From an optimization exercise on the open Yosys and OpenROAD flow, aimed at small area; shortcuts taken in it are not production practice.
Function was checked by simulation only, so behaviour that the tests miss may differ from the original.
Power and IR drop assume default switching activity. The clock port is modelled as an ideal driver; clocking choices that lean on that would not hold on a real chip.

[flow/run.sh]
#!/bin/bash
# Layout flow: the standard flow (standard.sh) with these changes.
#  1. Synthesis is the standard one, but ABC maps the logic with flow/abc_map.script
#     (area-recovering mapping rounds) instead of ORFS's abc_speed.script, and adders
#     are left to ABC (no ADDER_MAP_FILE) instead of being mapped to ha/fa cells first.
#     Registers are mapped before ABC runs, so they are the standard synthesis's
#     registers.
#  2. Ports are buffered with sky130_fd_sc_hd__buf_1.
#  3. CTS uses clkbuf_16 with larger sink clusters and inserts no dummy loads.
#  4. The buffers synthesis puts on pass-through (constant) outputs are removed at
#     floorplan (REMOVE_ABC_BUFFERS), as timing-driven placement would otherwise do.
# Each step's output goes to a log file in this folder.
set -euo pipefail
here=$(pwd)
rm -rf "$here/scripts_abc"
cp -r "$FLOW_HOME/scripts" "$here/scripts_abc"
cp "$here/flow/abc_map.script" "$here/scripts_abc/abc_speed.script"
export REMOVE_ABC_BUFFERS=1
export BUFFER_PORTS_ARGS="-buffer_cell sky130_fd_sc_hd__buf_1"
export CTS_ARGS="-sink_clustering_enable -repair_clock_nets -sink_clustering_size 30 -sink_clustering_max_diameter 80 -buf_list sky130_fd_sc_hd__clkbuf_16 -dont_use_dummy_load"
SCRIPTS_DIR="$here/scripts_abc" ADDER_MAP_FILE= bash standard.sh synth > "$here/synth.log" 2>&1
bash standard.sh > "$here/layout.log" 2>&1
[flow/abc_map.script]
&get -n
&st
&dc2
&dch -f
&nf -R 1000 -p -F 8 -A 4
&st
&syn2
&dc2
&if -g -K 6
&synch2
&nf -R 1000 -p -F 8 -A 4
&st
&syn2
&if -g -K 6
&synch2
&nf -R 1000 -p -F 8 -A 4
&st
&dc2
&dch -f
&nf -R 1000 -p -F 8 -A 4
&put
topo
stime -c
dnsize -c
[standard.sh]
#!/bin/bash
# synth_recipe.tcl (not shown) runs the flow's synth.tcl, then flattens the netlist and writes it again
# the make line also repeats each setting of config.mk as NAME=value (left out here)
make -C /OpenROAD-flow-scripts/flow DESIGN_CONFIG=/design/flow/config.mk WORK_HOME=/design/flow/orfs CLKGATE_MAP_FILE= SYNTH_SCRIPT=/design/flow/synth_recipe.tcl "${@:-finish}"
[config.mk]
export PLATFORM = sky130hd
export DESIGN_NAME = rpi433_core
export DESIGN_NICKNAME = rpi433_core
export VERILOG_FILES = /design/flow/design.v
export SDC_FILE = /design/flow/constraint.sdc
export NUM_CORES = 4
export LEC_CHECK = 0
export CAP_MARGIN = 10
export CORE_MARGIN = 2
export CORE_UTILIZATION = 40
export GPL_TIMING_DRIVEN = 0
export SLEW_MARGIN = 10
[constraint.sdc]
create_clock -name core_clock -period 12.0 [get_ports {clk}]
set_input_delay 2.4000 -clock core_clock [delete_from_list [all_inputs] [get_ports {clk}]]
set_output_delay 2.4000 -clock core_clock [all_outputs]
set_load 0.01 [all_outputs]
[design.v]
module rpi433_core (
    input  wire        clk,
    input  wire        rst,
    input  wire        rx_in,
    input  wire        cmd_valid,
    input  wire [11:0] cmd,
    input  wire [15:0] rd_addr,
    output wire        tx_out,
    output wire        tx_busy,
    output wire        rx_done,
    output wire        rx_ovr,
    output wire        cmd_err,
    output wire [2:0]  rx_stat,
    output wire [4:0]  rx_cause,
    output wire [7:0]  rx_len,
    output wire [5:0]  rx_nbytes,
    output wire [15:0] min_low,
    output wire [15:0] min_high,
    output wire [7:0]  rd_data
);
    localparam [1:0] R_IDLE = 2'd0, R_START = 2'd1, R_DATA = 2'd2;
    localparam [1:0] T_IDLE = 2'd0, T_RUN = 2'd1, T_FIN = 2'd2, T_END = 2'd3;
    localparam [1:0] G_SIG = 2'd0, G_LEN = 2'd1, G_PAY = 2'd2, G_CHK = 2'd3;
    localparam [2:0] ST_NONE = 3'd0, ST_OK = 3'd1, ST_BADTIMING = 3'd2, ST_TOOSHORT = 3'd3,
                     ST_SIGMISMATCH = 3'd4, ST_LENOVERRUN = 3'd5, ST_CHKMISMATCH = 3'd6;
    localparam [3:0] OP_TXCLR = 4'h1, OP_TXPUSH = 4'h2, OP_TXGO = 4'h3,
                     OP_RXACK = 4'h4, OP_ERRCLR = 4'h5;
    localparam [6:0] END_P = 7'd100;
    function [7:0] key_byte;
        input [3:0] i;
        key_byte = (i[3:1] != 3'd0) ? {i, i} : (i[0] ? 8'h07 : 8'hC5);
    endfunction
    function [7:0] sig_byte;
        input [1:0] i;
        sig_byte = i[1] ? (i[0] ? 8'h1B : 8'h5C) : (i[0] ? 8'hF9 : 8'h63);
    endfunction
    integer     q;
    reg [4:0]   ph;              
    reg [1:0]   txphase;         
    reg [1:0]   txrg;            
    reg         txlevel;
    reg [7:0]   txhold;
    reg [2:0]   txbc;            
    reg [4:0]   txcnt;           
    reg [5:0]   txlen;
    reg [7:0]   txchk;           
    reg [255:0] txr;             
    reg [7:0]   txp;             
    reg         txpv;            
    reg [7:0]   txn;             
    reg         cmderr;
    reg [1:0]   rxphase;
    reg         level;
    reg [6:0]   elapsed;         
    reg [6:0]   unit;            
    reg [3:0]   m10;             
    reg         bad;
    reg         cwovf;
    reg [9:0]   cwcnt;
    reg [6:0]   run_lo, run_hi;
    reg [6:0]   ev1_dur, ev2_dur;
    reg [7:0]   sr;              
    reg [5:0]   rxcnt;
    reg         nz;              
    reg         sigbad;          
    reg [7:0]   nlen;            
    reg         dchk;            
    reg [7:0]   acc;             
    reg [7:0]   pend;            
    reg [255:0] bank0, bank1;
    reg         disp;            
    reg [2:0]   rxstat;
    reg [4:0]   rxcause;
    reg [7:0]   rxlen;
    reg [5:0]   rxnbytes;
    reg [6:0]   minlow, minhigh;
    reg         rxdone, rxovr;
    wire [7:0] tx_enc = txn ^ key_byte(txcnt[3:0]);        
    reg  [7:0] tx_frame_byte;
    always @* begin
        case (txrg)
            G_SIG:   tx_frame_byte = sig_byte(txcnt[1:0]);
            G_LEN:   tx_frame_byte = {2'b00, txlen};
            G_PAY:   tx_frame_byte = tx_enc;
            default: tx_frame_byte = txchk;
        endcase
    end
    wire       tx_frame_bit = tx_frame_byte[3'd7 - txbc];
    wire       tx_hold  = (txhold > 8'd1);
    wire       tx_bit   = (txphase == T_RUN) && !tx_hold;      
    wire       tx_bend  = tx_bit && (txbc == 3'd7);           
    wire [4:0] txcnt_p1 = txcnt + 1'b1;
    wire       tx_pay_last = (txcnt_p1 == txlen[4:0]);    
    reg [1:0]  txphase_s;
    always @* begin
        txphase_s = txphase;
        if (txphase == T_IDLE || tx_hold)
            txphase_s = txphase;
        else if (txphase == T_END)
            txphase_s = T_IDLE;
        else if (txphase == T_FIN)
            txphase_s = T_END;
        else if (tx_bend && txrg == G_CHK)
            txphase_s = T_FIN;
    end
    wire [3:0] op        = cmd[11:8];
    wire [7:0] arg       = cmd[7:0];
    wire       tx_idle_s = (txphase_s == T_IDLE);
    wire do_txclr  = cmd_valid && op == OP_TXCLR  && tx_idle_s;
    wire do_txpush = cmd_valid && op == OP_TXPUSH && tx_idle_s && !txlen[5];
    wire do_txgo   = cmd_valid && op == OP_TXGO   && tx_idle_s;
    wire do_rxack  = cmd_valid && op == OP_RXACK;
    wire do_errclr = cmd_valid && op == OP_ERRCLR;
    wire refused   = cmd_valid && (op == OP_TXCLR || op == OP_TXPUSH || op == OP_TXGO ||
                                   op > OP_ERRCLR) &&
                     !(do_txclr || do_txpush || do_txgo);
    wire [4:0] tx_wsl   = txlen[4:0] + ph + {4'd0, !txpv};    
    wire       tx_podd  = !(txlen[0] ^ ph[0]);                  
    wire       tx_dir   = do_txpush && !tx_podd;
    wire       tx_we    = txpv || tx_dir;
    wire [7:0] tx_wd    = txpv ? txp : arg;
    wire [4:0] tx_rsl   = txcnt + ph;
    wire       tx_fetch = (tx_rsl[2:0] == 3'd7) && (txrg == G_LEN || (txrg == G_PAY && txbc == 3'd0));
    wire [6:0] diff     = (elapsed == 7'd127) ? 7'd127 : elapsed + 1'b1;
    wire       gate     = (rxphase != R_IDLE) && (diff > END_P);
    wire       changed  = (rx_in != level);
    wire       accepted = changed && (diff >= 7'd2);
    wire [1:0] phase_g  = gate ? R_IDLE : rxphase;
    wire       is_first = accepted && phase_g == R_IDLE;
    wire       is_calib = accepted && phase_g == R_START;
    wire       is_data  = accepted && phase_g == R_DATA;
    wire       do_record = is_calib || is_data;
    wire [7:0] ce  = {1'b0, diff} - {2'b00, unit[6:1]} - {7'd0, unit[0]};
    wire ge1 = !ce[7];
    wire ge3 = (ce[6:0] >= unit);
    wire ge5 = ({1'b0, ce[6:0]} >= {unit, 1'b0});
    wire sym_zero = is_data && ge1 && !ge3;
    wire sym_one  = is_data && ge1 &&  ge3 && !ge5;
    wire sym_bad  = is_data && !sym_zero && !sym_one;
    wire push     = sym_zero || sym_one;
    wire [7:0] byte_n     = {sr[6:0], sym_one};
    wire       byte_store = push && sr[7] && (rxcnt < 6'd38);
    wire [5:0] pay_c      = rxcnt - 6'd5;       
    wire       pend_ok  = (rxcnt >= 6'd6) && (rxcnt <= 6'd37);
    wire [4:0] pend_sl  = rxcnt[4:0] - 5'd5 + ph;        
    wire       pend_wr  = pend_ok && (pend_sl[3:0] == 4'd0);
    wire       wr0      = pend_wr && !pend_sl[4];
    wire       wr16     = pend_wr &&  pend_sl[4];
    wire [3:0] cause_t;
    assign cause_t[0] = (run_lo >= END_P) || (run_hi >= END_P);
    assign cause_t[1] = (run_lo < 7'd2) || (run_hi < 7'd2);
    assign cause_t[2] = bad;
    assign cause_t[3] = cwovf;
    wire [4:0] fin_cause = {(cause_t == 4'b0000) && (rxcnt != 6'd0) && !nz, cause_t};
    reg [2:0] fin_stat;
    always @* begin
        if (fin_cause != 5'b00000)   fin_stat = ST_BADTIMING;
        else if (rxcnt < 6'd4)       fin_stat = ST_TOOSHORT;
        else if (sigbad)             fin_stat = ST_SIGMISMATCH;
        else if (!dchk)              fin_stat = ST_LENOVERRUN;
        else if (acc != 8'h00)       fin_stat = ST_CHKMISMATCH;
        else                         fin_stat = ST_OK;
    end
    wire fin_ok = (fin_stat == ST_OK);
    wire rxdone_h = do_rxack ? 1'b0 : rxdone;
    wire rxovr_h  = do_rxack ? 1'b0 : rxovr;
    always @(posedge clk) begin
        for (q = 0; q < 32; q = q + 2)
            txr[8*q +: 8] <= ~((tx_we && tx_wsl[4:1] == q[4:1]) ? (q[1] ? tx_wd : ~tx_wd)
                                                              : txr[8*((q+31)%32) +: 8]);
        for (q = 1; q < 32; q = q + 2)
            txr[8*q +: 8] <= txr[8*(q-1) +: 8];
        txp <= arg;
        if (tx_fetch)
            txn <= ~txr[8*{tx_rsl[4:3], 3'd7} +: 8];      
        bank0 <= {bank0[247:128], (wr16 && disp)  ? pend : bank0[127:120],
                  bank0[119:0],   (wr0 && disp)   ? pend : bank0[255:248]};
        bank1 <= {bank1[247:128], (wr16 && !disp) ? pend : bank1[127:120],
                  bank1[119:0],   (wr0 && !disp)  ? pend : bank1[255:248]};
        if (byte_store)
            pend <= byte_n ^ key_byte(pay_c[3:0]);
        if (byte_store && rxcnt == 6'd4)
            nlen <= byte_n;
        if (do_record && !cwcnt[9]) begin
            ev1_dur <= diff;
            ev2_dur <= ev1_dur;
        end
        if (do_txgo)
            txchk <= 8'h00;
        else if (tx_bend && txrg == G_PAY)
            txchk <= txchk ^ tx_enc;
        if (do_txgo) begin
            txhold <= 8'd10;
            txbc   <= 3'd0;
            txcnt  <= 5'd0;
            txrg   <= G_SIG;
        end else if (tx_hold) begin
            txhold <= txhold - 1'b1;
        end else if (txphase == T_FIN) begin
            txhold <= 8'd150;
        end else if (tx_bit) begin
            txhold <= tx_frame_bit ? 8'd20 : 8'd10;
            txbc   <= txbc + 1'b1;
            if (tx_bend) begin
                case (txrg)
                    G_SIG: begin
                        txcnt <= txcnt_p1;
                        if (txcnt[1:0] == 2'd3) begin
                            txrg  <= G_LEN;
                            txcnt <= 5'd0;
                        end
                    end
                    G_LEN: txrg <= (txlen == 6'd0) ? G_CHK : G_PAY;
                    G_PAY: begin
                        txcnt <= txcnt_p1;
                        if (tx_pay_last) txrg <= G_CHK;
                    end
                    default: ;
                endcase
            end
        end
        if (is_first) begin
            unit <= 7'd0;
            m10  <= 4'd1;
        end else if (rxphase == R_START && !accepted) begin
            unit <= unit + (m10 != 4'd0);
            m10  <= (m10 == 4'd9) ? 4'd0 : m10 + 1'b1;
        end
    end
    always @(posedge clk) begin
        if (rst) begin
            ph       <= 5'd0;
            txphase  <= T_IDLE;
            txlevel  <= 1'b0;
            txlen    <= 6'd0;
            txpv     <= 1'b0;
            cmderr   <= 1'b0;
            rxphase  <= R_IDLE;
            level    <= 1'b0;
            elapsed  <= 7'd0;
            bad      <= 1'b0;
            cwovf    <= 1'b0;
            cwcnt    <= 10'd0;
            run_lo   <= END_P;
            run_hi   <= END_P;
            sr       <= 8'h01;
            rxcnt    <= 6'd0;
            nz       <= 1'b0;
            sigbad   <= 1'b0;
            dchk     <= 1'b0;
            acc      <= 8'h00;
            disp     <= 1'b0;
            rxstat   <= ST_NONE;
            rxcause  <= 5'd0;
            rxlen    <= 8'd0;
            rxnbytes <= 6'd0;
            minlow   <= END_P;
            minhigh  <= END_P;
            rxdone   <= 1'b0;
            rxovr    <= 1'b0;
        end else begin
            ph <= ph + 1'b1;
            txphase <= txphase_s;
            if (txphase == T_FIN && !tx_hold)
                txlevel <= 1'b0;
            else if (tx_bit)
                txlevel <= ~txlevel;
            txpv <= do_txpush && tx_podd;
            if (do_txclr)
                txlen <= 6'd0;
            if (do_txpush)
                txlen <= txlen + 1'b1;
            if (do_txgo) begin
                txlevel <= 1'b1;
                txphase <= T_RUN;
            end
            if (do_errclr)
                cmderr <= 1'b0;
            if (refused)
                cmderr <= 1'b1;
            rxdone <= rxdone_h;
            rxovr  <= rxovr_h;
            if (gate) begin
                rxovr    <= rxovr_h | rxdone_h;
                rxdone   <= 1'b1;
                rxstat   <= fin_stat;
                rxcause  <= fin_cause;
                rxnbytes <= rxcnt;
                minlow   <= run_lo;
                minhigh  <= run_hi;
                rxlen    <= fin_ok ? nlen : 8'd0;
                disp     <= disp ^ fin_ok;
                cwcnt    <= 10'd0;
                rxcnt    <= 6'd0;
                sr       <= 8'h01;
                bad      <= 1'b0;
                cwovf    <= 1'b0;
                run_lo   <= END_P;
                run_hi   <= END_P;
                nz       <= 1'b0;
                sigbad   <= 1'b0;
                dchk     <= 1'b0;
                acc      <= 8'h00;
                rxphase  <= R_IDLE;
            end
            if (!accepted) begin
                elapsed <= diff;
            end else begin
                elapsed <= 7'd0;
                level   <= rx_in;
                if (is_first)
                    rxphase <= R_START;
                if (is_calib)
                    rxphase <= R_DATA;
                if (sym_bad)
                    bad <= 1'b1;
            end
            if (do_record) begin
                if (!cwcnt[9]) begin
                    cwcnt <= cwcnt + 1'b1;
                    if (cwcnt[8:2] != 7'd0) begin
                        if (!level && ev2_dur < run_lo) run_lo <= ev2_dur;
                        if ( level && ev2_dur < run_hi) run_hi <= ev2_dur;
                    end
                end else begin
                    cwovf <= 1'b1;
                end
            end
            if (push) begin
                sr <= sr[7] ? 8'h01 : byte_n;
                if (byte_store) begin
                    rxcnt <= rxcnt + 1'b1;
                    if (byte_n != 8'h00)
                        nz <= 1'b1;
                    if (rxcnt < 6'd4 && byte_n != sig_byte(rxcnt[1:0]))
                        sigbad <= 1'b1;
                    if (rxcnt >= 6'd5 && !dchk) begin
                        acc <= acc ^ byte_n;
                        if ({2'b00, pay_c} == nlen)
                            dchk <= 1'b1;
                    end
                end
            end
        end
    end
    wire [4:0] rd_sl   = rd_addr[4:0] + ph;
    reg  [7:0] rd_b0, rd_b1;
    always @* begin
        rd_b0 = 8'h00;
        rd_b1 = 8'h00;
        for (q = 0; q < 32; q = q + 1) begin
            rd_b0 = rd_b0 | ({8{rd_sl == q && !disp}} & bank0[8*q +: 8]);
            rd_b1 = rd_b1 | ({8{rd_sl == q &&  disp}} & bank1[8*q +: 8]);
        end
    end
    wire       rd_ok   = (rd_addr[15:8] == 8'h00) && (rd_addr[7:0] < rxlen);
    assign tx_out    = txlevel;
    assign tx_busy   = (txphase != T_IDLE);
    assign rx_done   = rxdone;
    assign rx_ovr    = rxovr;
    assign cmd_err   = cmderr;
    assign rx_stat   = rxstat;
    assign rx_cause  = rxcause;
    assign rx_len    = rxlen;
    assign rx_nbytes = rxnbytes;
    assign min_low   = {9'd0, minlow};
    assign min_high  = {9'd0, minhigh};
    assign rd_data   = rd_ok ? (rd_b1 | rd_b0) : 8'h00;
endmodule
==> impl_metrics.tcl, run 1 <==
set metrics [dict create \
    fin_crit_sh_pct 79.7 \
    port_buffers 80 \
    worstReg2RegStart "elapsed[0]" \
    reg2reg_depth 19 \
    worst_hold_path.num_cells 0 \
    clkSlewWorstSetupHoldPaths_ps 100 \
    cts.sinks 967 \
    combPwrFrac_pct 6.6 \
    syn_area_per_cell_um2 11.5 \
    place_congestion 0.922 \
    antenna_found_initial 3 \
    ys_types 61 \
    setup_violations 0 \
    startpoint "rd_addr[1]" \
    synth_area_mm2 0.0295 \
    drive_gt1_share_pct 5.36 \
    multiInputGateArea_mm2 0.00974 \
    tns_ps 0 \
    totalWireLength_um 87500 \
    whs_ps 262 \
    p_clk_share_pct 29.2 \
    htreeDepth 2 \
    internal-power_mw 4.16 \
    antennaDiodeCount 0 \
    dp.cells 3637 \
    drcViolationCount 0 \
    hold_start "txr[241]" \
    final_cells 3681 \
    cts_setup_buffers 0 \
    synth_cells 2571 \
    period_needed_ps 9560 \
    status "finished with violations" \
    cts_tree "yes" \
    ant_nets 0 \
    coreArea_mm2 0.0731 \
    p_seq_share_pct 64.2 \
    crit_path_end_kind "output pin" \
    yosysWarningCount 1 \
    worstHoldEndpoint "txr[249]" \
    ioPinCount 99 \
    swShare_pct 23.5 \
    slew_violations 9 \
    clk_path_buf_depth 3 \
    numCtsBuffers 42 \
    syn2layout_area_growth_pct 10.4 \
    ir_drop_uv 100 \
    start_kind "input port" \
    synth_flop_cell "dfxtp_1" \
    clk_latency_ps 630 \
    hp-class "flip-flop to flip-flop" \
    final-seq-area_mm2 0.0197 \
    rr_endpoint "acc[3]" \
    seq_area_frac_synth_pct 66.8 \
    power_leakage_nw 12.1 \
    die_width_um 276 \
    critPathKind "input port to output pin" \
    relSlewSlack_pct -2.47 \
    grt_pass1_wl_um 128000 \
    required_ps 9600 \
    hold_violations 0 \
    r2r_slack_ps 6690 \
    maxCapViolCount 1 \
    die_height_um 276 \
    grt_pass1_vias 20088 \
    first_pass_iters 17 \
    routedWlPerCell_um 23.8 \
    start_util_pct 40.4 \
    async_flop_share_pct 0 \
    p_sw_mw 1.28 \
    worstPathArrival_ps 7160 \
    track_usage_pct 22.5 \
    dp_hpwl_um 58700 \
    so.violations "max-capacitance violations, max-slew violations" \
    grt_max_degree 41 \
    hold_buffers 0 \
    fill_cells 6786 \
    gr-total-overflow 0 \
    die_area_mm2 0.0760 \
    fmax_mhz 105 \
    cts_root_buffer "clkbuf_16" \
    rows 99 \
    cp_max_fo 16 \
    skew_ps 120 \
    num_vias 21339 \
    cts_resized 0 \
    nets 2756 \
    grt_setup_unrepaired "false" \
    vias_per_cell 5.80 \
    yosys_register_bits 967 \
    p_per_area_mw_per_mm2 167 \
    drtIter0Drc 2820 \
    tightest_slew_ps 1530 \
    synth-edff-count 38 \
]
-- how the worst max path moves through the flow --
stage,to,cells after the start
6_report,rd_data[2],15
5_1_grt,rd_data[2],15
3_3_place_gp,rd_data[5],13
3_5_place_dp,rd_data[2],15
4_1_cts,rd_data[2],15
2_1_floorplan,rd_data[2],12
-- cells in the final DEF, fill, tap and decap left out, types with 33 or more instances in the layout --
master | synthesis | final
nor2_1 | 275 | 221
a21oi_1 | 134 | 134
buf_1 | 0 | 79
a22oi_1 | 70 | 70
mux2_1 | 33 | 33
a22o_1 | 48 | 48
dfxtp_1 | 929 | 929
nand3_1 | 69 | 69
nor2_2 | 0 | 53
a222oi_1 | 88 | 88
o21ai_0 | 105 | 104
nor3_1 | 51 | 50
edfxtp_1 | 38 | 38
clkinv_1 | 49 | 49
clkbuf_16 | 0 | 42
nand2_1 | 225 | 225
xnor2_1 | 42 | 40
mux2i_1 | 75 | 67
-- sequential cells by signal, summed over array words and instances (netlist names), 8 cells and up --
| signal | count |
|---|---|
| bank0 | 256 |
| bank1 | 256 |
| txr | 256 |
| cwcnt | 10 |
| acc | 8 |
| nlen | 8 |
| pend | 8 |
| rxlen | 8 |
| sr | 8 |
| txchk | 8 |
| txhold | 8 |
| txn | 8 |
| txp | 8 |
-- power by group through the flow --
stage          clock network [mW]  logic [mW]  registers [mW]
3_3_place_gp                    0       0.324            3.56
4_1_cts                      1.62       0.354            3.49
5_1_grt                      1.73       0.394            3.51
2_1_floorplan                   0       0.240            3.53
3_5_place_dp                    0       0.352            3.56
6_report                     1.59       0.359            3.49
-- layer usage --
metal	part of all wire [%]	up-vias	GRT usage, %
met5	0.015	-	0
met4	3.9	2	8.23
met3	9.8	232	4.93
met2	43	1029	34.0
met1	43	10412	31.6
li1	-	9664	-
-- cell usage after synthesis (42+ instances only) --
library cell    n  area share (%)
dfxtp_1       929              63
nor2_1        275             3.5
nand2_1       225             2.9
a21oi_1       134             2.3
o21ai_0       105             1.8
a222oi_1       88             3.0
mux2i_1        75             2.5
a22oi_1        70             1.8
nand3_1        69             1.2
nor3_1         51            0.86
clkinv_1       49            0.62
a22o_1         48             1.4
xnor2_1        42             1.2
-- critical path: stages --
cell,delay [ps]
buf_1,170
nor2_1,180
o21ai_0,190
maj3_1,460
maj3_1,390
xnor2_1,300
nand2b_1,720
nor2_1,560
a22o_1,370
a221oi_1,330
nand3_1,110
or4_1,390
nor4_1,290
nor2_1,100
buf_1,200
-- per-stage QoR --
| step | area [um2] | total power, mW | utilization [%] | setup slack (ps) |
|---|---|---|---|---|
| after floorplan | 29500 | 3.77 | - | 4070 |
| after global placement | 31000 | 3.88 | 42.4 | 2690 |
| after detailed placement | 31500 | 3.91 | 43.1 | 2460 |
| after CTS | 32600 | 5.46 | 44.6 | 2460 |
| after global routing | 32600 | 5.63 | 44.6 | 2200 |
| final | 32600 | 5.44 | 44.6 | 2440 |
-- final cells by class --
type                            instances  share of cell area (%)
Inverter                               49                   0.564
Multi-Input combinational cell       1554                    29.9
Clock buffer                           42                    3.22
Timing Repair Buffer                  110                    2.12
Sequential cell                       967                    60.5
Tap cell                              959                    3.68
-- cells by family (layout without fill, tap and decap cells) --
| kind of cell | after synthesis | after routing | synth area share [%] |
|---|---|---|---|
| simple gates | 755 | 755 | 11.4 |
| flops | 967 | 967 | 66.8 |
| buf+inv | 67 | 201 | 1.08 |
| fa+ha+maj | 8 | 8 | 0.271 |
| compound gates | 590 | 590 | 14.1 |
| xor+xnor | 67 | 67 | 1.99 |
| mux | 116 | 116 | 4.41 |
| other cells | 1 | 18 | 0.0127 |
==> run 2, diff against run 1 <==
--- a/config.mk
+++ b/config.mk
@@ -8,5 +8,6 @@
 export CAP_MARGIN = 10
 export CORE_MARGIN = 2
-export CORE_UTILIZATION = 40
+export CORE_UTILIZATION = 55
 export GPL_TIMING_DRIVEN = 0
+export PLACE_DENSITY = 0.7
 export SLEW_MARGIN = 10
==> impl_metrics.tcl, run 2 <==
set metrics [dict create \
    status "finished with violations" \
    so.violations "max-capacitance violations, max-slew violations" \
    post-place-ws_ps 2680 \
    synth_top_area_share_pct 63.0 \
    clk_latency_ps 630 \
    utilization_pct 60.5 \
    fin_crit_sh_pct 78.7 \
    p_per_area_mw_per_mm2 168 \
    die_width_um 236 \
    critPathKind "input port to output pin" \
    hold_buffers 0 \
    power_leakage_nw 12.0 \
    drive_gt1_share_pct 4.07 \
    htreeDepth 2 \
    vias_per_cell 6.29 \
    most-common-layout-cells "dfxtp_1 (929), nor2_1 (241), nand2_1 (225)" \
    p_sw_mw 1.25 \
    clkSlewWorstSetupHoldPaths_ps 120 \
    synth.area.top_cells "dfxtp_1 (63%), edfxtp_1 (3.9%), nor2_1 (3.5%), a222oi_1 (3.0%), nand2_1 (2.9%)" \
    grt_pass1_wl_um 121000 \
    ir_drop_uv 105 \
    power_mw 5.38 \
    p_clk_share_pct 28.7 \
    synth_cells 2571 \
    dp.cells 3350 \
    totalWireLength_um 82200 \
    num_vias 21335 \
    async_flop_share_pct 0 \
    die_area_mm2 0.0556 \
    numCtsBuffers 40 \
    drtIter0Drc 2980 \
    start_kind "input port" \
    combPwrFrac_pct 6.5 \
    clk_path_buf_depth 3 \
    grt_pass1_vias 19823 \
    coreArea_mm2 0.0529 \
    routedWlPerCell_um 24.2 \
    startpoint "rd_addr[1]" \
    worstPathArrival_ps 7050 \
    place_congestion 0.957 \
    fmax_mhz 106 \
    gr-total-overflow 0 \
    hold_start "bank1[53]" \
    tightest_slew_ps 1540 \
    setup_violations 0 \
    yosysWarningCount 1 \
    tns_ps 0 \
    syn2layout_area_growth_pct 8.22 \
    cts_root_buffer "clkbuf_16" \
    synth_flop_cell "dfxtp_1" \
    hold_violations 0 \
    drcViolationCount 0 \
    nets 2739 \
    antennaDiodeCount 0 \
    cts_resized 0 \
    reg.largest.list "bank0 (256), bank1 (256), txr (256)" \
    maxCapViolCount 6 \
    yosys.cell_count.top_type "dfxtp_1" \
    p_seq_share_pct 64.8 \
    internal-power_mw 4.13 \
    slew_violations 45 \
    layout_commonest_cell "dfxtp_1" \
    final_cells 3393 \
    relSlewSlack_pct -3.30 \
    start_util_pct 55.9 \
    grt_max_degree 46 \
    synth_area_mm2 0.0295 \
    cp_max_fo 16 \
    track_usage_pct 28.6 \
    fill_cells 4302 \
    synth_common_cells "dfxtp_1 (929), nor2_1 (275), nand2_1 (225)" \
    die_height_um 236 \
    period_needed_ps 9450 \
    ioPinCount 99 \
    cts_setup_buffers 0 \
    seq_area_frac_synth_pct 66.8 \
    first_pass_iters 12 \
    cts_tree "yes" \
    synth-edff-count 38 \
    syn_area_per_cell_um2 11.5 \
    hp-class "flip-flop to flip-flop" \
    cts.sinks 967 \
    yosysTopAreaCell "dfxtp_1" \
    ys_types 61 \
    layout_setup_ws_ps 2550 \
    port_buffers 80 \
    required_ps 9600 \
    rows 84 \
    skew_ps 83.9 \
    yosys_register_bits 967 \
    dp_hpwl_um 54200 \
    ant_nets 0 \
    grt_setup_unrepaired "false" \
    crit_path_end_kind "output pin" \
    antenna_found_initial 0 \
    swShare_pct 23.3 \
    worstReg2RegStart "elapsed[0]" \
]
## run 2: cell families after synthesis
| kind of cell | count (synthesis) | synth area share (%) |
|---|---|---|
| flops | 967 | 66.8 |
| simple gates | 755 | 11.4 |
| compound gates | 590 | 14.1 |
| mux | 116 | 4.41 |
| xor+xnor | 67 | 1.99 |
| buf+inv | 67 | 1.08 |
| fa+ha+maj | 8 | 0.271 |
| other cells | 1 | 0.0127 |
## run 2: through the flow
stage,cell area (um2),hold WS (ps)
after global routing,32000,306
after detailed placement,30900,312
final,32000,305
after floorplan,29500,310
after global placement,30600,310
after CTS,31900,314
## run 2: area by class of cell
class | count | area, um2 | share of cell area (%)
Timing Repair Buffer | 95 | 495 | 1.55
Sequential cell | 967 | 19700 | 61.7
Clock buffer | 40 | 1000 | 3.13
Tap cell | 688 | 861 | 2.69
Multi-Input combinational cell | 1554 | 9690 | 30.3
Inverter | 49 | 184 | 0.575
## run 2: per-layer routing
metal  GRT usage (%)  vias up  wire length (um)
met5               0        -                 0
met4            9.88        0              3250
met3            8.37      226              9490
met2            42.6     1227             35000
met1            39.9    10267             34400
li1                -     9615                 -
## run 2: critical path: stages
cell	delay [ps]
buf_1	160
nor2_1	170
o21ai_0	190
maj3_1	460
maj3_1	380
xnor2_1	300
nand2_1	510
nor2_1	1280
a222oi_1	380
nand4_1	210
nor4_1	70
a21oi_1	320
buf_1	200
## run 2: worst paths after layout
kind | slack [ps] | cells past startpoint | end
hold reg to reg | 300 | 0 | bank1[61]
setup / recovery | 2550 | 13 | rd_data[1]
setup reg to reg | 6930 | 18 | acc[5]
hold / removal | 300 | 0 | bank1[61]
## run 2: power by group through the flow
stage	Clock (mW)	Combinational (mW)	Sequential (mW)
2_1_floorplan	0	0.240	3.53
3_3_place_gp	0	0.320	3.55
3_5_place_dp	0	0.341	3.56
4_1_cts	1.56	0.343	3.49
5_1_grt	1.67	0.387	3.51
6_report	1.54	0.353	3.49
==> run 3, diff against run 2 <==
--- a/config.mk
+++ b/config.mk
@@ -6,8 +6,7 @@
 export NUM_CORES = 4
 export LEC_CHECK = 0
-export CAP_MARGIN = 10
+export CAP_MARGIN = 20
 export CORE_MARGIN = 2
-export CORE_UTILIZATION = 55
+export CORE_UTILIZATION = 40
 export GPL_TIMING_DRIVEN = 0
-export PLACE_DENSITY = 0.7
-export SLEW_MARGIN = 10
+export SLEW_MARGIN = 20
==> impl_metrics.tcl, run 3 <==
set metrics [dict create \
    numCtsBuffers 42 \
    synth_top_area_share_pct 63.0 \
    die_height_um 276 \
    relSlewSlack_pct 19.4 \
    required_ps 9600 \
    synth_flop_cell "dfxtp_1" \
    cp_max_fo 16 \
    placed_area_mm2 0.0316 \
    antenna_found_initial 2 \
    hold_violations 0 \
    worstHoldEndpoint "bank1[69]" \
    grt_max_degree 31 \
    htreeDepth 2 \
    coreArea_mm2 0.0731 \
    yosys.cell_count.top_type "dfxtp_1" \
    port_buffers 80 \
    cts.sinks 967 \
    slew_violations 0 \
    grt_setup_unrepaired "false" \
    fin_crit_sh_pct 78.6 \
    crit_path_end_kind "output pin" \
    ir_drop_uv 119 \
    num_vias 21048 \
    worstPathArrival_ps 7030 \
    synth_common_cells "dfxtp_1 (929), nor2_1 (275), nand2_1 (225)" \
    vias_per_cell 5.72 \
    grt_pass1_wl_um 128000 \
    most-common-layout-cells "dfxtp_1 (929), nand2_1 (225), nor2_1 (201)" \
    worstReg2RegStart "elapsed[1]" \
    setup_violations 0 \
    crit_path_cell_trace "buf_1, nor2_1, o21ai_0, maj3_1, maj3_1, xnor2_1, nand2b_1, nor2_2, a22o_1, a221oi_1, nand3_1, or4_1, nor4_1, nor2_1, buf_1" \
    cts_tree "yes" \
    rr_endpoint "acc[4]" \
    crit_slowest_cell "nand2b_1" \
    rows 99 \
    maxCapViolCount 0 \
    fmax_mhz 106 \
    hold_buffers 0 \
    syn_area_per_cell_um2 11.5 \
    hp-class "flip-flop to flip-flop" \
    reg.largest.list "bank0 (256), bank1 (256), txr (256)" \
    seq_area_frac_synth_pct 66.8 \
    die_area_mm2 0.0760 \
    ioPinCount 99 \
    skew_ps 95.6 \
    place_congestion 0.922 \
    slowest_delay_ps 780 \
    final_area_mm2 0.0326 \
    tightest_slew_ps 1200 \
    critPathKind "input port to output pin" \
    dp_hpwl_um 58800 \
    first_pass_iters 19 \
    syn2layout_area_growth_pct 10.5 \
    grt_pass1_vias 20115 \
    p_per_area_mw_per_mm2 167 \
    yosys_register_bits 967 \
    reg2reg_depth 16 \
    fill_cells 6750 \
    critPathTopFamily "simple AND/OR/NAND/NOR gates" \
    start_kind "input port" \
    cts_setup_buffers 0 \
    ys_types 61 \
    power_leakage_nw 12.1 \
    layout_commonest_cell "dfxtp_1" \
    clk_path_buf_depth 3 \
    hold_start "bank1[61]" \
    ant_nets 0 \
    worst_hold_path.num_cells 0 \
    yosysWarningCount 1 \
    synth_area_mm2 0.0295 \
    routedWlPerCell_um 23.7 \
    synth_cells 2571 \
    tns_ps 0 \
    synth.area.top_cells "dfxtp_1 (63%), edfxtp_1 (3.9%), nor2_1 (3.5%), a222oi_1 (3.0%), nand2_1 (2.9%)" \
    period_needed_ps 9430 \
    gr-total-overflow 0 \
    cp_num_buf_inv 2 \
    drcViolationCount 0 \
    synth-edff-count 38 \
    track_usage_pct 22.5 \
    status "no timing/DRC/antenna violations" \
    drtIter0Drc 2869 \
    clk_latency_ps 650 \
    yosysTopAreaCell "dfxtp_1" \
    async_flop_share_pct 0 \
    r2r_slack_ps 6640 \
    cts_resized 0 \
    nets 2751 \
    totalWireLength_um 87100 \
    cts_root_buffer "clkbuf_16" \
    die_width_um 276 \
    start_util_pct 40.4 \
    drive_gt1_share_pct 6.04 \
    clkSlewWorstSetupHoldPaths_ps 110 \
]
-- run 3: cell count changes in the layout (fill, tap and decap cells not counted), moves of 2 or more --
cell       before  now
buf_12          2    0
buf_16          0    3
buf_6           5   12
buf_8           5    8
nor2_1        241  201
clkbuf_16      40   42
nor2_2         33   73
-- run 3: logic make-up (layout without fill, tap and decap cells) --
group           count (synthesis)  in the layout  synth area share (%)
other cells                     1             19                0.0127
fa+ha+maj                       8              8                 0.271
buf+inv                        67            196                  1.08
simple gates                  755            755                  11.4
compound gates                590            590                  14.1
mux                           116            116                  4.41
flops                         967            967                  66.8
xor+xnor                       67             67                  1.99
-- run 3: cell type report --
type / count / area [um2] / share of cell area [%]
sequential: 967 / 19700 / 60.5
multi-input combinational: 1554 / 9800 / 30.0
antenna: 1 / 2.50 / 0.00767
tap: 959 / 1200 / 3.68
clock buffer: 42 / 1050 / 3.22
inverter: 49 / 184 / 0.564
timing repair buffer: 105 / 654 / 2.01
-- run 3: through the flow --
step           util (%)  hold slack [ps]  power [mW]  setup slack [ps]  cells
2_1_floorplan         -              310        3.77              4070   2570
3_3_place_gp       42.4              310        3.88              2690   3609
3_5_place_dp       43.2              312        3.92              2650   3634
4_1_cts            44.6              292        5.46              2630   3676
5_1_grt            44.6              295        5.64              2380   3676
6_report           44.7              285        5.44              2570   3677
-- run 3: how the worst max path moves through the flow --
stage | from | endpoint | depth (start not counted) | slack [ps]
floorplan | rd_addr[1] | rd_data[2] | 12 | 4070
global placement | rd_addr[1] | rd_data[5] | 13 | 2690
global route | rd_addr[1] | rd_data[2] | 15 | 2380
finish | rd_addr[1] | rd_data[2] | 15 | 2570
CTS | rd_addr[1] | rd_data[2] | 15 | 2630
detailed placement | rd_addr[1] | rd_data[2] | 15 | 2650
-- run 3: layer usage --
metal	GRT usage, %	wire, um	vias up
met5	0	0	-
met4	7.95	3470	0
met3	5.46	8620	228
met2	34.3	37500	974
met1	31.1	37500	10190
li1	-	-	9656
-- run 3: where the power goes --
part	total [mW]	internal (mW)	switching, mW
clock network	1.59	0.631	0.956
registers	3.49	3.39	0.0954
logic	0.361	0.133	0.228
==> run 4, diff against run 3 <==
--- a/config.mk
+++ b/config.mk
@@ -8,5 +8,6 @@
 export CAP_MARGIN = 20
 export CORE_MARGIN = 2
-export CORE_UTILIZATION = 40
+export CORE_UTILIZATION = 65
 export GPL_TIMING_DRIVEN = 0
+export PLACE_DENSITY = 0.8
 export SLEW_MARGIN = 20
==> impl_metrics.tcl, run 4 <==
set metrics [dict create \
    muxShareOfSynthArea_pct 4.41 \
    required_ps 9600 \
    async_flop_share_pct 0 \
    gr-total-overflow 0 \
    clk_path_buf_depth 3 \
    synth-xor-area-share_pct 1.99 \
    synth_common_cells "dfxtp_1 (929), nor2_1 (275), nand2_1 (225)" \
    whs_ps 298 \
    yosys_register_bits 967 \
    syn2layout_area_growth_pct 7.81 \
    synth.area.top_cells "dfxtp_1 (63%), edfxtp_1 (3.9%), nor2_1 (3.5%), a222oi_1 (3.0%), nand2_1 (2.9%)" \
    layout_setup_ws_ps 2540 \
    vias_per_cell 6.55 \
    ioPinCount 99 \
    dp_hpwl_um 53200 \
    reg.largest.list "bank0 (256), bank1 (256), txr (256)" \
    synth_top_family_by_area "compound AO/OA/AOI/OAI gates" \
    tightest_slew_ps 1400 \
    skew_ps 91.4 \
    yosysWarningCount 1 \
    hold_violations 0 \
    cts.sinks 967 \
    fill_cells 3302 \
    die_area_mm2 0.0472 \
    antenna_found_initial 4 \
    cts_resized 0 \
    routedWlPerCell_um 24.8 \
    slowest_delay_ps 1180 \
    synth_area_mm2 0.0295 \
    yosys.cell_count.top_type "dfxtp_1" \
    start_util_pct 65.5 \
    synth_cells 2571 \
    layout_commonest_cell "dfxtp_1" \
    p_per_area_mw_per_mm2 168 \
    critPathTopFamily "simple AND/OR/NAND/NOR gates" \
    fin_crit_sh_pct 78.9 \
    die_height_um 217 \
    cp_max_fo 16 \
    drive_gt1_share_pct 5.08 \
    drcViolationCount 0 \
    synth_top_area_share_pct 63.0 \
    cts_tree "yes" \
    grt_pass1_wl_um 121000 \
    crit_path_end_kind "output pin" \
    worstPathArrival_ps 7060 \
    post-place-ws_ps 2740 \
    ant_nets 0 \
    relSlewSlack_pct 6.18 \
    clk_latency_ps 630 \
    period_needed_ps 9460 \
    synth_compound_area_share_pct 14.1 \
    num_vias 21596 \
    hp-class "flip-flop to flip-flop" \
    die_width_um 217 \
    synth-edff-count 38 \
    grt_pass1_vias 20254 \
    synth_fa_ha_area_share_pct 0.271 \
    slew_violations 0 \
    status "no timing/DRC/antenna violations" \
    tns_ps 0 \
    yosys.area_share.simple_pct 11.4 \
    first_pass_iters 10 \
    drtIter0Drc 3234 \
    grt_setup_unrepaired "false" \
    crit_slowest_cell "nor2_1" \
    start_kind "input port" \
    rows 78 \
    htreeDepth 2 \
    nets 2731 \
    crit_path_cell_trace "buf_1, nor2_1, o21ai_0, maj3_1, maj3_1, xnor2_1, nand2_1, nor2_1, a222oi_1, and4_1, nand3_1, nor4_1, a21oi_1, buf_1" \
    most-common-layout-cells "dfxtp_1 (929), nand2_1 (225), nor2_1 (208)" \
    setup_violations 0 \
    synth_flop_cell "dfxtp_1" \
    cts_setup_buffers 0 \
    numCtsBuffers 39 \
    place_congestion 0.959 \
    syn_area_per_cell_um2 11.5 \
    ys_types 61 \
    ir_drop_uv 144 \
    grt_max_degree 41 \
    critPathKind "input port to output pin" \
    maxCapViolCount 0 \
    port_buffers 80 \
    seq_area_frac_synth_pct 66.8 \
    cts_root_buffer "clkbuf_16" \
    yosysTopAreaCell "dfxtp_1" \
    track_usage_pct 34.2 \
    power_leakage_nw 11.9 \
    coreArea_mm2 0.0451 \
    cp_num_buf_inv 2 \
    clkSlewWorstSetupHoldPaths_ps 100 \
    fmax_mhz 106 \
    hold_buffers 0 \
    totalWireLength_um 81900 \
]
run 4: cell counts after synthesis:
No cell type changed its count.
run 4: kinds of logic after synthesis:
| family | after synthesis |
|---|---|
| AOI/OAI and AO/OA | 590 |
| buffers and inverters | 67 |
| and+or+nand+nor | 755 |
| adders and majority gates | 8 |
| xor gates and xnor gates | 67 |
| other | 1 |
| muxes | 116 |
| DFF | 967 |
run 4: metrics by stage:
step | utilization [%] | cells | total power, mW | cell area (um2)
after CTS | 70.6 | 3297 | 5.35 | 31800
after floorplan | - | 2570 | 3.77 | 29500
after detailed placement | 68.4 | 3258 | 3.90 | 30800
after global routing | 70.6 | 3297 | 5.52 | 31800
final | 70.6 | 3298 | 5.36 | 31800
after global placement | 67.7 | 3250 | 3.87 | 30500
run 4: path summary, 6_finish.rpt:
kind | depth (start not counted) | slack (ps) | startpoint | endpoint
max | 14 | 2540 | rd_addr[1] | rd_data[1]
min | 0 | 300 | txr[177] | txr[185]
max reg2reg | 18 | 6970 | elapsed[0] | acc[5]
min reg2reg | 0 | 300 | txr[177] | txr[185]
run 4: layout make-up:
type,instances,area [um2],area share (%)
diodes,1,2.50,0.00786
clock buffers,39,976,3.06
flip-flops and latches,967,19700,62.0
well taps,600,751,2.36
multi-input cells,1554,9780,30.7
repair buffers,88,413,1.30
inverters,49,184,0.577
run 4: routing by layer:
layer	track usage (%)	routed length, um	vias up
met5	0	31	-
met4	16.1	4350	4
met3	9.78	9850	346
met2	51.6	35400	1339
met1	45.6	32300	10295
li1	-	-	9612
run 4: worst register-to-register path, delay by kind of cell (launching register included):
kind	cells	cell delay (ps)
flip-flops	1	380
buffers and inverters	1	220
AO/OA/AOI/OAI	8	1990
XOR/XNOR	1	170
AND/OR/NAND/NOR	8	2170
run 4: power breakdown:
part | total, mW | switching, mW | internal, mW
registers | 3.49 | 0.0952 | 3.40
clock network | 1.52 | 0.928 | 0.589
logic | 0.352 | 0.224 | 0.128
==> run 5, diff against run 4 <==
--- a/config.mk
+++ b/config.mk
@@ -8,6 +8,6 @@
 export CAP_MARGIN = 20
 export CORE_MARGIN = 2
-export CORE_UTILIZATION = 65
+export CORE_UTILIZATION = 55
 export GPL_TIMING_DRIVEN = 0
-export PLACE_DENSITY = 0.8
+export PLACE_DENSITY = 0.7
 export SLEW_MARGIN = 20
==> impl_metrics.tcl, run 5 <==
set metrics [dict create \
    status "no timing/DRC/antenna violations" \
    cts.sinks 967 \
    cts_tree "yes" \
    cts_root_buffer "clkbuf_16" \
    reg.largest.list "bank0 (256), bank1 (256), txr (256)" \
    seq_area_frac_synth_pct 66.8 \
    syn2layout_area_growth_pct 8.66 \
    drcViolationCount 0 \
    yosys_register_bits 967 \
    skew_ps 61.8 \
    hold_buffers 0 \
    p_seq_share_pct 64.8 \
    placed_area_mm2 0.0310 \
    worstPathArrival_ps 6990 \
    combPwrFrac_pct 6.6 \
    num_vias 21273 \
    coreArea_mm2 0.0529 \
    cts_setup_buffers 0 \
    die_height_um 236 \
    rows 84 \
    final_cells 3395 \
    antenna_found_initial 2 \
    fmax_mhz 106 \
    power_leakage_nw 12.0 \
    setup_violations 0 \
    synth_area_mm2 0.0295 \
    clkSlewWorstSetupHoldPaths_ps 100 \
    most-common-layout-cells "dfxtp_1 (929), nand2_1 (225), nor2_1 (211)" \
    cp_max_fo 16 \
    cts_resized 0 \
    p_per_area_mw_per_mm2 168 \
    path_depth 14 \
    tightest_slew_ps 1350 \
    hold_violations 0 \
    internal-power_mw 4.13 \
    nets 2741 \
    start_kind "input port" \
    tns_ps 0 \
    slew_violations 0 \
    startpoint "rd_addr[1]" \
    p_clk_share_pct 28.6 \
    synth_flop_cell "dfxtp_1" \
    worstReg2RegStart "elapsed[0]" \
    slowest_delay_ps 790 \
    dp_hpwl_um 54500 \
    post-place-ws_ps 2700 \
    hold_start "txr[214]" \
    yosysWarningCount 1 \
    clk_path_buf_depth 3 \
    gr-total-overflow 0 \
    synth_top_area_share_pct 63.0 \
    swShare_pct 23.3 \
    fin_crit_sh_pct 78.3 \
    ys_types 61 \
    layout_commonest_cell "dfxtp_1" \
    period_needed_ps 9390 \
    p_sw_mw 1.26 \
    ioPinCount 99 \
    htreeDepth 2 \
    start_util_pct 55.9 \
    port_buffers 80 \
    crit_path_end_kind "output pin" \
    reg2reg_depth 18 \
    numCtsBuffers 40 \
    die_area_mm2 0.0556 \
    place_congestion 0.957 \
    dp.cells 3354 \
    maxCapViolCount 0 \
    grt_max_degree 35 \
    track_usage_pct 28.7 \
    grt_pass1_wl_um 122000 \
    power_mw 5.39 \
    syn_area_per_cell_um2 11.5 \
    grt_pass1_vias 19780 \
    critPathKind "input port to output pin" \
    ant_nets 0 \
    relSlewSlack_pct 9.58 \
    yosys.cell_count.top_type "dfxtp_1" \
    hp-class "flip-flop to flip-flop" \
    grt_setup_unrepaired "false" \
    totalWireLength_um 82200 \
    whs_ps 311 \
    drtIter0Drc 3042 \
    worst_hold_path.num_cells 0 \
    crit_path_cell_trace "buf_1, nor2_1, o21ai_0, maj3_1, maj3_1, xnor2_1, nand2b_1, nor2_2, a222oi_1, nand3_1, or4_1, nor4_1, nor2_1, buf_1" \
    layout_setup_ws_ps 2610 \
    drive_gt1_share_pct 5.36 \
    required_ps 9600 \
    critPathTopFamily "simple AND/OR/NAND/NOR gates" \
    synth-edff-count 38 \
    crit_slowest_cell "nand2b_1" \
    utilization_pct 60.7 \
    antennaDiodeCount 0 \
    synth_common_cells "dfxtp_1 (929), nor2_1 (275), nand2_1 (225)" \
    cp_num_buf_inv 2 \
    vias_per_cell 6.27 \
    synth.area.top_cells "dfxtp_1 (63%), edfxtp_1 (3.9%), nor2_1 (3.5%), a222oi_1 (3.0%), nand2_1 (2.9%)" \
    clk_latency_ps 620 \
    synth_cells 2571 \
    yosysTopAreaCell "dfxtp_1" \
    first_pass_iters 12 \
    async_flop_share_pct 0 \
    routedWlPerCell_um 24.2 \
    final_area_mm2 0.0321 \
    ir_drop_uv 109 \
    die_width_um 236 \
]
[run 5: final cells by class]
| class | instances | area, um2 |
|---|---|---|
| Multi-Input combinational cell | 1554 | 9780 |
| Fill cell | 4279 | 20800 |
| Timing Repair Buffer | 97 | 531 |
| Tap cell | 688 | 861 |
| Sequential cell | 967 | 19700 |
| Clock buffer | 40 | 1000 |
| Inverter | 49 | 184 |
[run 5: metal layers]
layer / global-route usage, % / wire, um / vias to the layer above
li1: - / - / 9620
met1: 40.4 / 34500 / 10249
met2: 43.3 / 35400 / 1175
met3: 7.00 / 8880 / 225
met4: 9.84 / 3390 / 4
met5: 0 / 21 / -
[run 5: path summary, 6_finish.rpt]
| kind | slack, ps | endpoint |
|---|---|---|
| worst max-delay path | 2610 | rd_data[2] |
| worst min-delay path | 310 | txr[222] |
| worst max register to register | 6900 | acc[5] |
| worst min register to register | 310 | txr[222] |
[run 5: cells by family (layout without fill, tap and decap cells)]
family,Yosys count,count (layout),synth area share (%)
and+or+nand+nor,755,755,11.4
xor gates and xnor gates,67,67,1.99
DFF,967,967,66.8
muxes,116,116,4.41
AOI/OAI and AO/OA,590,590,14.1
adders and majority gates,8,8,0.271
other,1,18,0.0127
buffers and inverters,67,186,1.08
[run 5: power by group through the flow]
stage	combinational, mW	clock (mW)	sequential, mW
2_1_floorplan	0.240	0	3.53
3_3_place_gp	0.320	0	3.55
3_5_place_dp	0.346	0	3.56
4_1_cts	0.348	1.56	3.49
5_1_grt	0.391	1.66	3.51
6_report	0.356	1.54	3.49
[run 5: worst reg2reg max path, cell delays in order (launching register included)]
cell	delay (ps)
dfxtp_1	370
and3_1	260
and2_0	250
nand2b_1	190
and2_0	320
clkinv_1	220
o21ai_0	290
a22oi_1	160
o21ai_0	280
nor2b_1	70
a21oi_1	230
xnor2_1	170
o221ai_1	220
nand2_1	90
a21oi_1	420
nand3_1	390
nor3_2	680
a22oi_1	140
a311oi_1	270
==> run 6, diff against run 5 <==
--- a/design.v
+++ b/design.v
@@ -46,5 +46,4 @@
     reg [7:0]   txchk;           
     reg [255:0] txr;             
-    reg [7:0]   txp;             
     reg         txpv;            
     reg [7:0]   txn;             
@@ -54,10 +53,10 @@
     reg [6:0]   elapsed;         
     reg [6:0]   unit;            
-    reg [3:0]   m10;             
     reg         bad;
     reg         cwovf;
     reg [9:0]   cwcnt;
     reg [6:0]   run_lo, run_hi;
-    reg [6:0]   ev1_dur, ev2_dur;
+    reg [6:0]   ev1_dur, ev2_dur;    
+    wire [3:0]  m10 = ev2_dur[3:0];
     reg [7:0]   sr;              
     reg [5:0]   rxcnt;
@@ -119,5 +118,5 @@
     wire       tx_dir   = do_txpush && !tx_podd;
     wire       tx_we    = txpv || tx_dir;
-    wire [7:0] tx_wd    = txpv ? txp : arg;
+    wire [7:0] tx_wd    = txpv ? txchk : arg;
     wire [4:0] tx_rsl   = txcnt + ph;
     wire       tx_fetch = (tx_rsl[2:0] == 3'd7) && (txrg == G_LEN || (txrg == G_PAY && txbc == 3'd0));
@@ -171,5 +170,4 @@
         for (q = 1; q < 32; q = q + 2)
             txr[8*q +: 8] <= txr[8*(q-1) +: 8];
-        txp <= arg;
         if (tx_fetch)
             txn <= ~txr[8*{tx_rsl[4:3], 3'd7} +: 8];      
@@ -185,7 +183,13 @@
             ev1_dur <= diff;
             ev2_dur <= ev1_dur;
+        end else if (is_first) begin
+            ev2_dur[3:0] <= 4'd1;
+        end else if (rxphase == R_START && !accepted) begin
+            ev2_dur[3:0] <= (m10 == 4'd9) ? 4'd0 : m10 + 1'b1;
         end
         if (do_txgo)
             txchk <= 8'h00;
+        else if (tx_idle_s)
+            txchk <= arg;
         else if (tx_bend && txrg == G_PAY)
             txchk <= txchk ^ tx_enc;
@@ -220,11 +224,8 @@
             end
         end
-        if (is_first) begin
+        if (is_first)
             unit <= 7'd0;
-            m10  <= 4'd1;
-        end else if (rxphase == R_START && !accepted) begin
+        else if (rxphase == R_START && !accepted)
             unit <= unit + (m10 != 4'd0);
-            m10  <= (m10 == 4'd9) ? 4'd0 : m10 + 1'b1;
-        end
     end
     always @(posedge clk) begin
--- a/config.mk
+++ b/config.mk
@@ -8,6 +8,6 @@
 export CAP_MARGIN = 20
 export CORE_MARGIN = 2
-export CORE_UTILIZATION = 55
+export CORE_UTILIZATION = 65
 export GPL_TIMING_DRIVEN = 0
-export PLACE_DENSITY = 0.7
+export PLACE_DENSITY = 0.8
 export SLEW_MARGIN = 20
==> impl_metrics.tcl, run 6 <==
set metrics [dict create \
    tightest_slew_ps 1280 \
    gr-total-overflow 0 \
    reg.largest.list "bank0 (256), bank1 (256), txr (256)" \
    nets 2692 \
    vias_per_cell 6.58 \
    synth.area.top_cells "dfxtp_1 (63%), edfxtp_1 (3.9%), nor2_1 (3.4%), a222oi_1 (3.1%), mux2i_1 (2.6%)" \
    placed_area_mm2 0.0307 \
    track_usage_pct 34.6 \
    first_pass_iters 12 \
    yosysWarningCount 1 \
    clk_path_buf_depth 3 \
    tns_ps 0 \
    synth_cells 2522 \
    hold_violations 0 \
    synth_area_mm2 0.0293 \
    syn_area_per_cell_um2 11.6 \
    ioPinCount 99 \
    period_needed_ps 9420 \
    num_vias 21409 \
    hp-class "flip-flop to flip-flop" \
    grt_setup_unrepaired "false" \
    async_flop_share_pct 0 \
    worstPathArrival_ps 7020 \
    critPathKind "input port to output pin" \
    cts_resized 0 \
    die_width_um 216 \
    htreeDepth 2 \
    maxCapViolCount 0 \
    numCtsBuffers 39 \
    skew_ps 73.4 \
    grt_max_degree 34 \
    grt_pass1_wl_um 122000 \
    port_buffers 80 \
    ir_drop_uv 144 \
    synth_common_cells "dfxtp_1 (917), nor2_1 (266), nand2_1 (198)" \
    cts_setup_buffers 0 \
    yosysTopAreaCell "dfxtp_1" \
    layout_commonest_cell "dfxtp_1" \
    required_ps 9600 \
    synth-edff-count 38 \
    fin_crit_sh_pct 78.5 \
    seq_area_frac_synth_pct 66.5 \
    routedWlPerCell_um 25.4 \
    syn2layout_area_growth_pct 8.10 \
    cts_root_buffer "clkbuf_16" \
    drive_gt1_share_pct 5.15 \
    clkSlewWorstSetupHoldPaths_ps 110 \
    ant_nets 0 \
    start_util_pct 66.0 \
    coreArea_mm2 0.0444 \
    synth_flop_cell "dfxtp_1" \
    hold_buffers 0 \
    crit_path_end_kind "output pin" \
    most-common-layout-cells "dfxtp_1 (917), nor2_1 (209), nand2_1 (198)" \
    setup_violations 0 \
    relSlewSlack_pct 14.1 \
    status "no timing/DRC/antenna violations" \
    grt_pass1_vias 20130 \
    final_area_mm2 0.0317 \
    drcViolationCount 0 \
    drtIter0Drc 3511 \
    cts.sinks 955 \
    slew_violations 0 \
    place_congestion 0.998 \
    yosys_register_bits 955 \
    die_area_mm2 0.0468 \
    yosys.cell_count.top_type "dfxtp_1" \
    rows 77 \
    synth_top_area_share_pct 62.6 \
    fmax_mhz 106 \
    start_kind "input port" \
    p_per_area_mw_per_mm2 171 \
    dp_hpwl_um 54700 \
    cts_tree "yes" \
    power_leakage_nw 12.1 \
    antenna_found_initial 3 \
    ys_types 60 \
    clk_latency_ps 640 \
    cp_max_fo 16 \
    die_height_um 216 \
    totalWireLength_um 82500 \
]
run 6: changes by cell type after synthesis, moves of 6 or more:
cell,delta
o22a_1,+6
nor3_1,-11
o31ai_1,-7
nor2b_1,+10
a22o_1,+8
nand2_1,-27
maj3_1,+6
nor2_1,-9
dfxtp_1,-12
clkinv_1,-9
a21oi_1,-10
nand4_1,+11
nand3_1,-28
or2_0,+10
run 6: final cells by class:
| type | instances | area, um2 |
|---|---|---|
| flip-flops and latches | 955 | 19500 |
| fillers | 3108 | 12700 |
| multi-input cells | 1526 | 9820 |
| clock buffers | 39 | 976 |
| well taps | 592 | 741 |
| repair buffers | 98 | 510 |
| inverters | 40 | 150 |
| diodes | 3 | 7.51 |
run 6: cells by family (layout without fill, tap and decap cells):
kind of cell	count (synthesis)	count (layout)	share of synthesized area [%]
DFF	955	955	66.5
and+or+nand+nor	713	713	11.1
AOI/OAI and AO/OA	597	597	14.5
muxes	116	116	4.44
xor gates and xnor gates	68	68	2.03
buffers and inverters	58	177	0.973
adders and majority gates	14	14	0.478
other	1	21	0.0128
run 6: routing by layer:
layer / GRT usage (%) / vias to the layer above / part of all wire (%)
li1: - / 9484 / -
met1: 47.5 / 10231 / 39
met2: 51.3 / 1370 / 43
met3: 10.0 / 322 / 13
met4: 14.7 / 2 / 5.0
met5: 0 / - / 0.058
run 6: critical path: stages:
cell and delay, ps:
buf_1 100, nor2_1 160, o21ai_0 220, maj3_1 460, maj3_1 390, xnor2_1 310, nand2b_1 740, nor2_2 380
a22o_1 290, a221oi_1 390, nand3_1 130, or4_1 490, nor4_1 270, nor2b_1 130, buf_1 150
run 6: report_power, final:
part	internal, mW	leakage, nW	switching [mW]	total, mW
clock network	0.588	0.481	0.921	1.51
logic	0.168	3.82	0.273	0.441
registers	3.35	7.77	0.111	3.46
run 6: per-stage QoR:
stage	util (%)	setup slack, ps	instances	hold slack [ps]	total power, mW
final	71.4	2580	3253	298	5.41
after global routing	71.4	2420	3252	326	5.57
after CTS	71.3	2380	3249	314	5.39
after detailed placement	69.1	2390	3210	312	3.95
after global placement	68.2	2810	3193	310	3.92
after floorplan	-	3850	2521	310	3.79
run 6: final timing paths:
| check | from | endpoint | slack [ps] | cells past startpoint |
|---|---|---|---|---|
| max | rd_addr[1] | rd_data[1] | 2580 | 15 |
| max reg2reg | elapsed[5] | acc[4] | 6210 | 18 |
| min | bank0[179] | bank0[187] | 300 | 0 |
| min reg2reg | bank0[179] | bank0[187] | 300 | 0 |
==> run 7, diff against run 6 <==
--- a/config.mk
+++ b/config.mk
@@ -8,6 +8,6 @@
 export CAP_MARGIN = 20
 export CORE_MARGIN = 2
-export CORE_UTILIZATION = 65
+export CORE_UTILIZATION = 75
 export GPL_TIMING_DRIVEN = 0
-export PLACE_DENSITY = 0.8
+export PLACE_DENSITY = 0.88
 export SLEW_MARGIN = 20
==> impl_metrics.tcl, run 7 <==
set metrics [dict create \
    grt_max_degree 31 \
    yosys_register_bits 955 \
    hold_buffers 0 \
    hp-class "flip-flop to flip-flop" \
    drcViolationCount 0 \
    cts.sinks 955 \
    ir_drop_uv 135 \
    skew_ps 73.1 \
    most-common-layout-cells "dfxtp_1 (917), nor2_1 (206), nand2_1 (198)" \
    die_width_um 202 \
    reg.largest.list "bank0 (256), bank1 (256), txr (256)" \
    routedWlPerCell_um 26.9 \
    start_kind "input port" \
    cp_max_fo 16 \
    ant_nets 0 \
    synth_common_cells "dfxtp_1 (917), nor2_1 (266), nand2_1 (198)" \
    grt_pass1_wl_um 126000 \
    layout_commonest_cell "dfxtp_1" \
    syn2layout_area_growth_pct 7.58 \
    p_seq_share_pct 64.1 \
    use_met2_pct 62.2 \
    start_util_pct 75.9 \
    synth_top_area_share_pct 62.6 \
    totalWireLength_um 85500 \
    first_pass_iters 9 \
    muxShareOfSynthArea_pct 4.44 \
    port_buffers 80 \
    clk_latency_ps 620 \
    power_mw 5.41 \
    cts_root_buffer "clkbuf_16" \
    clkSlewWorstSetupHoldPaths_ps 110 \
    yosysTopAreaCell "dfxtp_1" \
    worstPathArrival_ps 7040 \
    period_needed_ps 9440 \
    startpoint "rd_addr[1]" \
    grt_pass1_vias 20693 \
    yosysWarningCount 1 \
    internal-power_mw 4.09 \
    synth-xor-area-share_pct 2.03 \
    p_clk_share_pct 27.7 \
    relSlewSlack_pct 10.9 \
    syn_area_per_cell_um2 11.6 \
    coreArea_mm2 0.0386 \
    synth_flop_cell "dfxtp_1" \
    yosys.cell_count.top_type "dfxtp_1" \
    ys_types 60 \
    power_leakage_nw 12.0 \
    tns_ps 0 \
    whs_ps 308 \
    yosys.area_share.simple_pct 11.1 \
    crit_path_end_kind "output pin" \
    fmax_mhz 106 \
    worstReg2RegStart "elapsed[1]" \
    dp_hpwl_um 54900 \
    synth_area_mm2 0.0293 \
    vias_per_cell 6.91 \
    seq_area_frac_synth_pct 66.5 \
    use_met3_pct 11.6 \
    place_congestion 0.971 \
    antenna_found_initial 1 \
    required_ps 9600 \
    hold_violations 0 \
    drive_gt1_share_pct 5.02 \
    cts_resized 0 \
    status "no timing/DRC/antenna violations" \
    synth_top_family_by_area "compound AO/OA/AOI/OAI gates" \
    track_usage_pct 41.3 \
    rows 72 \
    gr-total-overflow 0 \
    num_vias 21935 \
    fill_cells 2213 \
    nets 2686 \
    hold_start "bank1[185]" \
    swShare_pct 24.4 \
    synth_compound_area_share_pct 14.5 \
    gr-max-usage-layer "met2" \
    critPathKind "input port to output pin" \
    cts_tree "yes" \
    slew_violations 0 \
    synth_cells 2522 \
    combPwrFrac_pct 8.3 \
    async_flop_share_pct 0 \
    p_per_area_mw_per_mm2 172 \
    grt_setup_unrepaired "false" \
    p_sw_mw 1.32 \
    tightest_slew_ps 1330 \
    fin_crit_sh_pct 78.7 \
    maxCapViolCount 0 \
    clk_path_buf_depth 3 \
    ioPinCount 99 \
    setup_violations 0 \
    drtIter0Drc 3643 \
    die_area_mm2 0.0407 \
    synth_fa_ha_area_share_pct 0.478 \
    met1_usage_pct 56.5 \
    htreeDepth 2 \
    die_height_um 202 \
    synth-edff-count 38 \
    numCtsBuffers 38 \
    cts_setup_buffers 0 \
    synth.area.top_cells "dfxtp_1 (63%), edfxtp_1 (3.9%), nor2_1 (3.4%), a222oi_1 (3.1%), mux2i_1 (2.6%)" \
]
-- run 7: cell counts after synthesis --
No cell type changed its count.
-- run 7: path summary, 6_finish.rpt --
kind	end	slack [ps]	cells past startpoint
max	rd_data[4]	2560	15
min	bank1[193]	310	0
max reg2reg	acc[5]	6080	18
min reg2reg	bank1[193]	310	0
-- run 7: per-layer routing --
layer,vias to the layer above,wire (um)
met1,10599,32800
met4,0,4200
li1,9484,-
met3,307,11200
met5,-,0
met2,1545,37300
-- run 7: critical path: stages --
cell	delay, ps
buf_1	100
nor2_1	160
o21ai_0	220
maj3_1	460
maj3_1	380
xnor2_1	290
nand2b_1	760
nor2_1	550
a22o_1	330
a221oi_1	260
nand3_1	160
nor4_1	320
nand4_1	150
o31a_1	340
buf_1	150
-- run 7: metrics by stage --
stage	utilization [%]	instances	worst slack, ps	area [um2]
after floorplan	-	2521	3850	29300
after detailed placement	79.1	3132	2830	30600
final	81.6	3173	2560	31600
after CTS	81.6	3170	2810	31500
after global routing	81.6	3171	2430	31500
after global placement	78.2	3119	2860	30200
-- run 7: area by class of cell --
class / count / area (um2) / area share [%]
Antenna cell: 3 / 7.51 / 0.0238
Clock buffer: 38 / 951 / 3.01
Inverter: 40 / 150 / 0.476
Multi-Input combinational cell: 1526 / 9830 / 31.2
Timing Repair Buffer: 93 / 465 / 1.48
Sequential cell: 955 / 19500 / 61.8
Tap cell: 518 / 648 / 2.05
-- run 7: kinds of logic after synthesis --
family                     Yosys count
adders and majority gates           14
other                                1
AOI/OAI and AO/OA                  597
muxes                              116
and+or+nand+nor                    713
DFF                                955
buffers and inverters               58
xor gates and xnor gates            68
-- run 7: power by group through the flow --
stage                     Combinational, mW  Clock [mW]  Sequential, mW
after floorplan                       0.306           0            3.49
after global placement                0.399           0            3.51
after detailed placement              0.431           0            3.53
after CTS                             0.436        1.48            3.46
after global routing                  0.487        1.59            3.48
final                                 0.447        1.50            3.47

==> separate check: timing with driven ports <==
In the flow no input, the clock included, has a driving cell. The finished layouts below were timed again as built, in two steps.
Step 1: set_driving_cell puts a clkbuf_16 on clk and a buf_2 on each other input, an assumption about the parent block.
Step 2 adds t to the input delays and takes it off the output delays; t is the mean of the earliest and latest rising clock arrival at the registers after step 1. Input paths then give back, and output paths get back, about the clock's delay inside the block.
Three values: ideal, step 1, step 2; two values: the first two.
| run | shift t [ns] | setup slack, ns | hold slack, ns | worst setup path at the end |
|---|---|---|---|---|
| run 1 | 0.654 | 2.438 / 2.417 / 2.417 | 0.262 / 0.262 / 0.262 | input to output |
| run 2 | 0.652 | 2.553 / 2.530 / 2.530 | 0.305 / 0.305 / 0.305 | input to output |
| run 3 | 0.660 | 2.570 / 2.550 / 2.550 | 0.285 / 0.285 / 0.285 | input to output |
| run 4 | 0.649 | 2.537 / 2.516 / 2.516 | 0.298 / 0.298 / 0.298 | input to output |
| run 5 | 0.654 | 2.609 / 2.588 / 2.588 | 0.311 / 0.311 / 0.311 | input to output |
| run 6 | 0.655 | 2.580 / 2.517 / 2.517 | 0.298 / 0.298 / 0.298 | input to output |
| run 7 | 0.645 | 2.556 / 2.497 / 2.497 | 0.308 / 0.308 / 0.308 | input to output |
For run 6, which loses most, drivers alone change the setup slack by -0.063 ns; drivers and shift together by -0.063 ns.
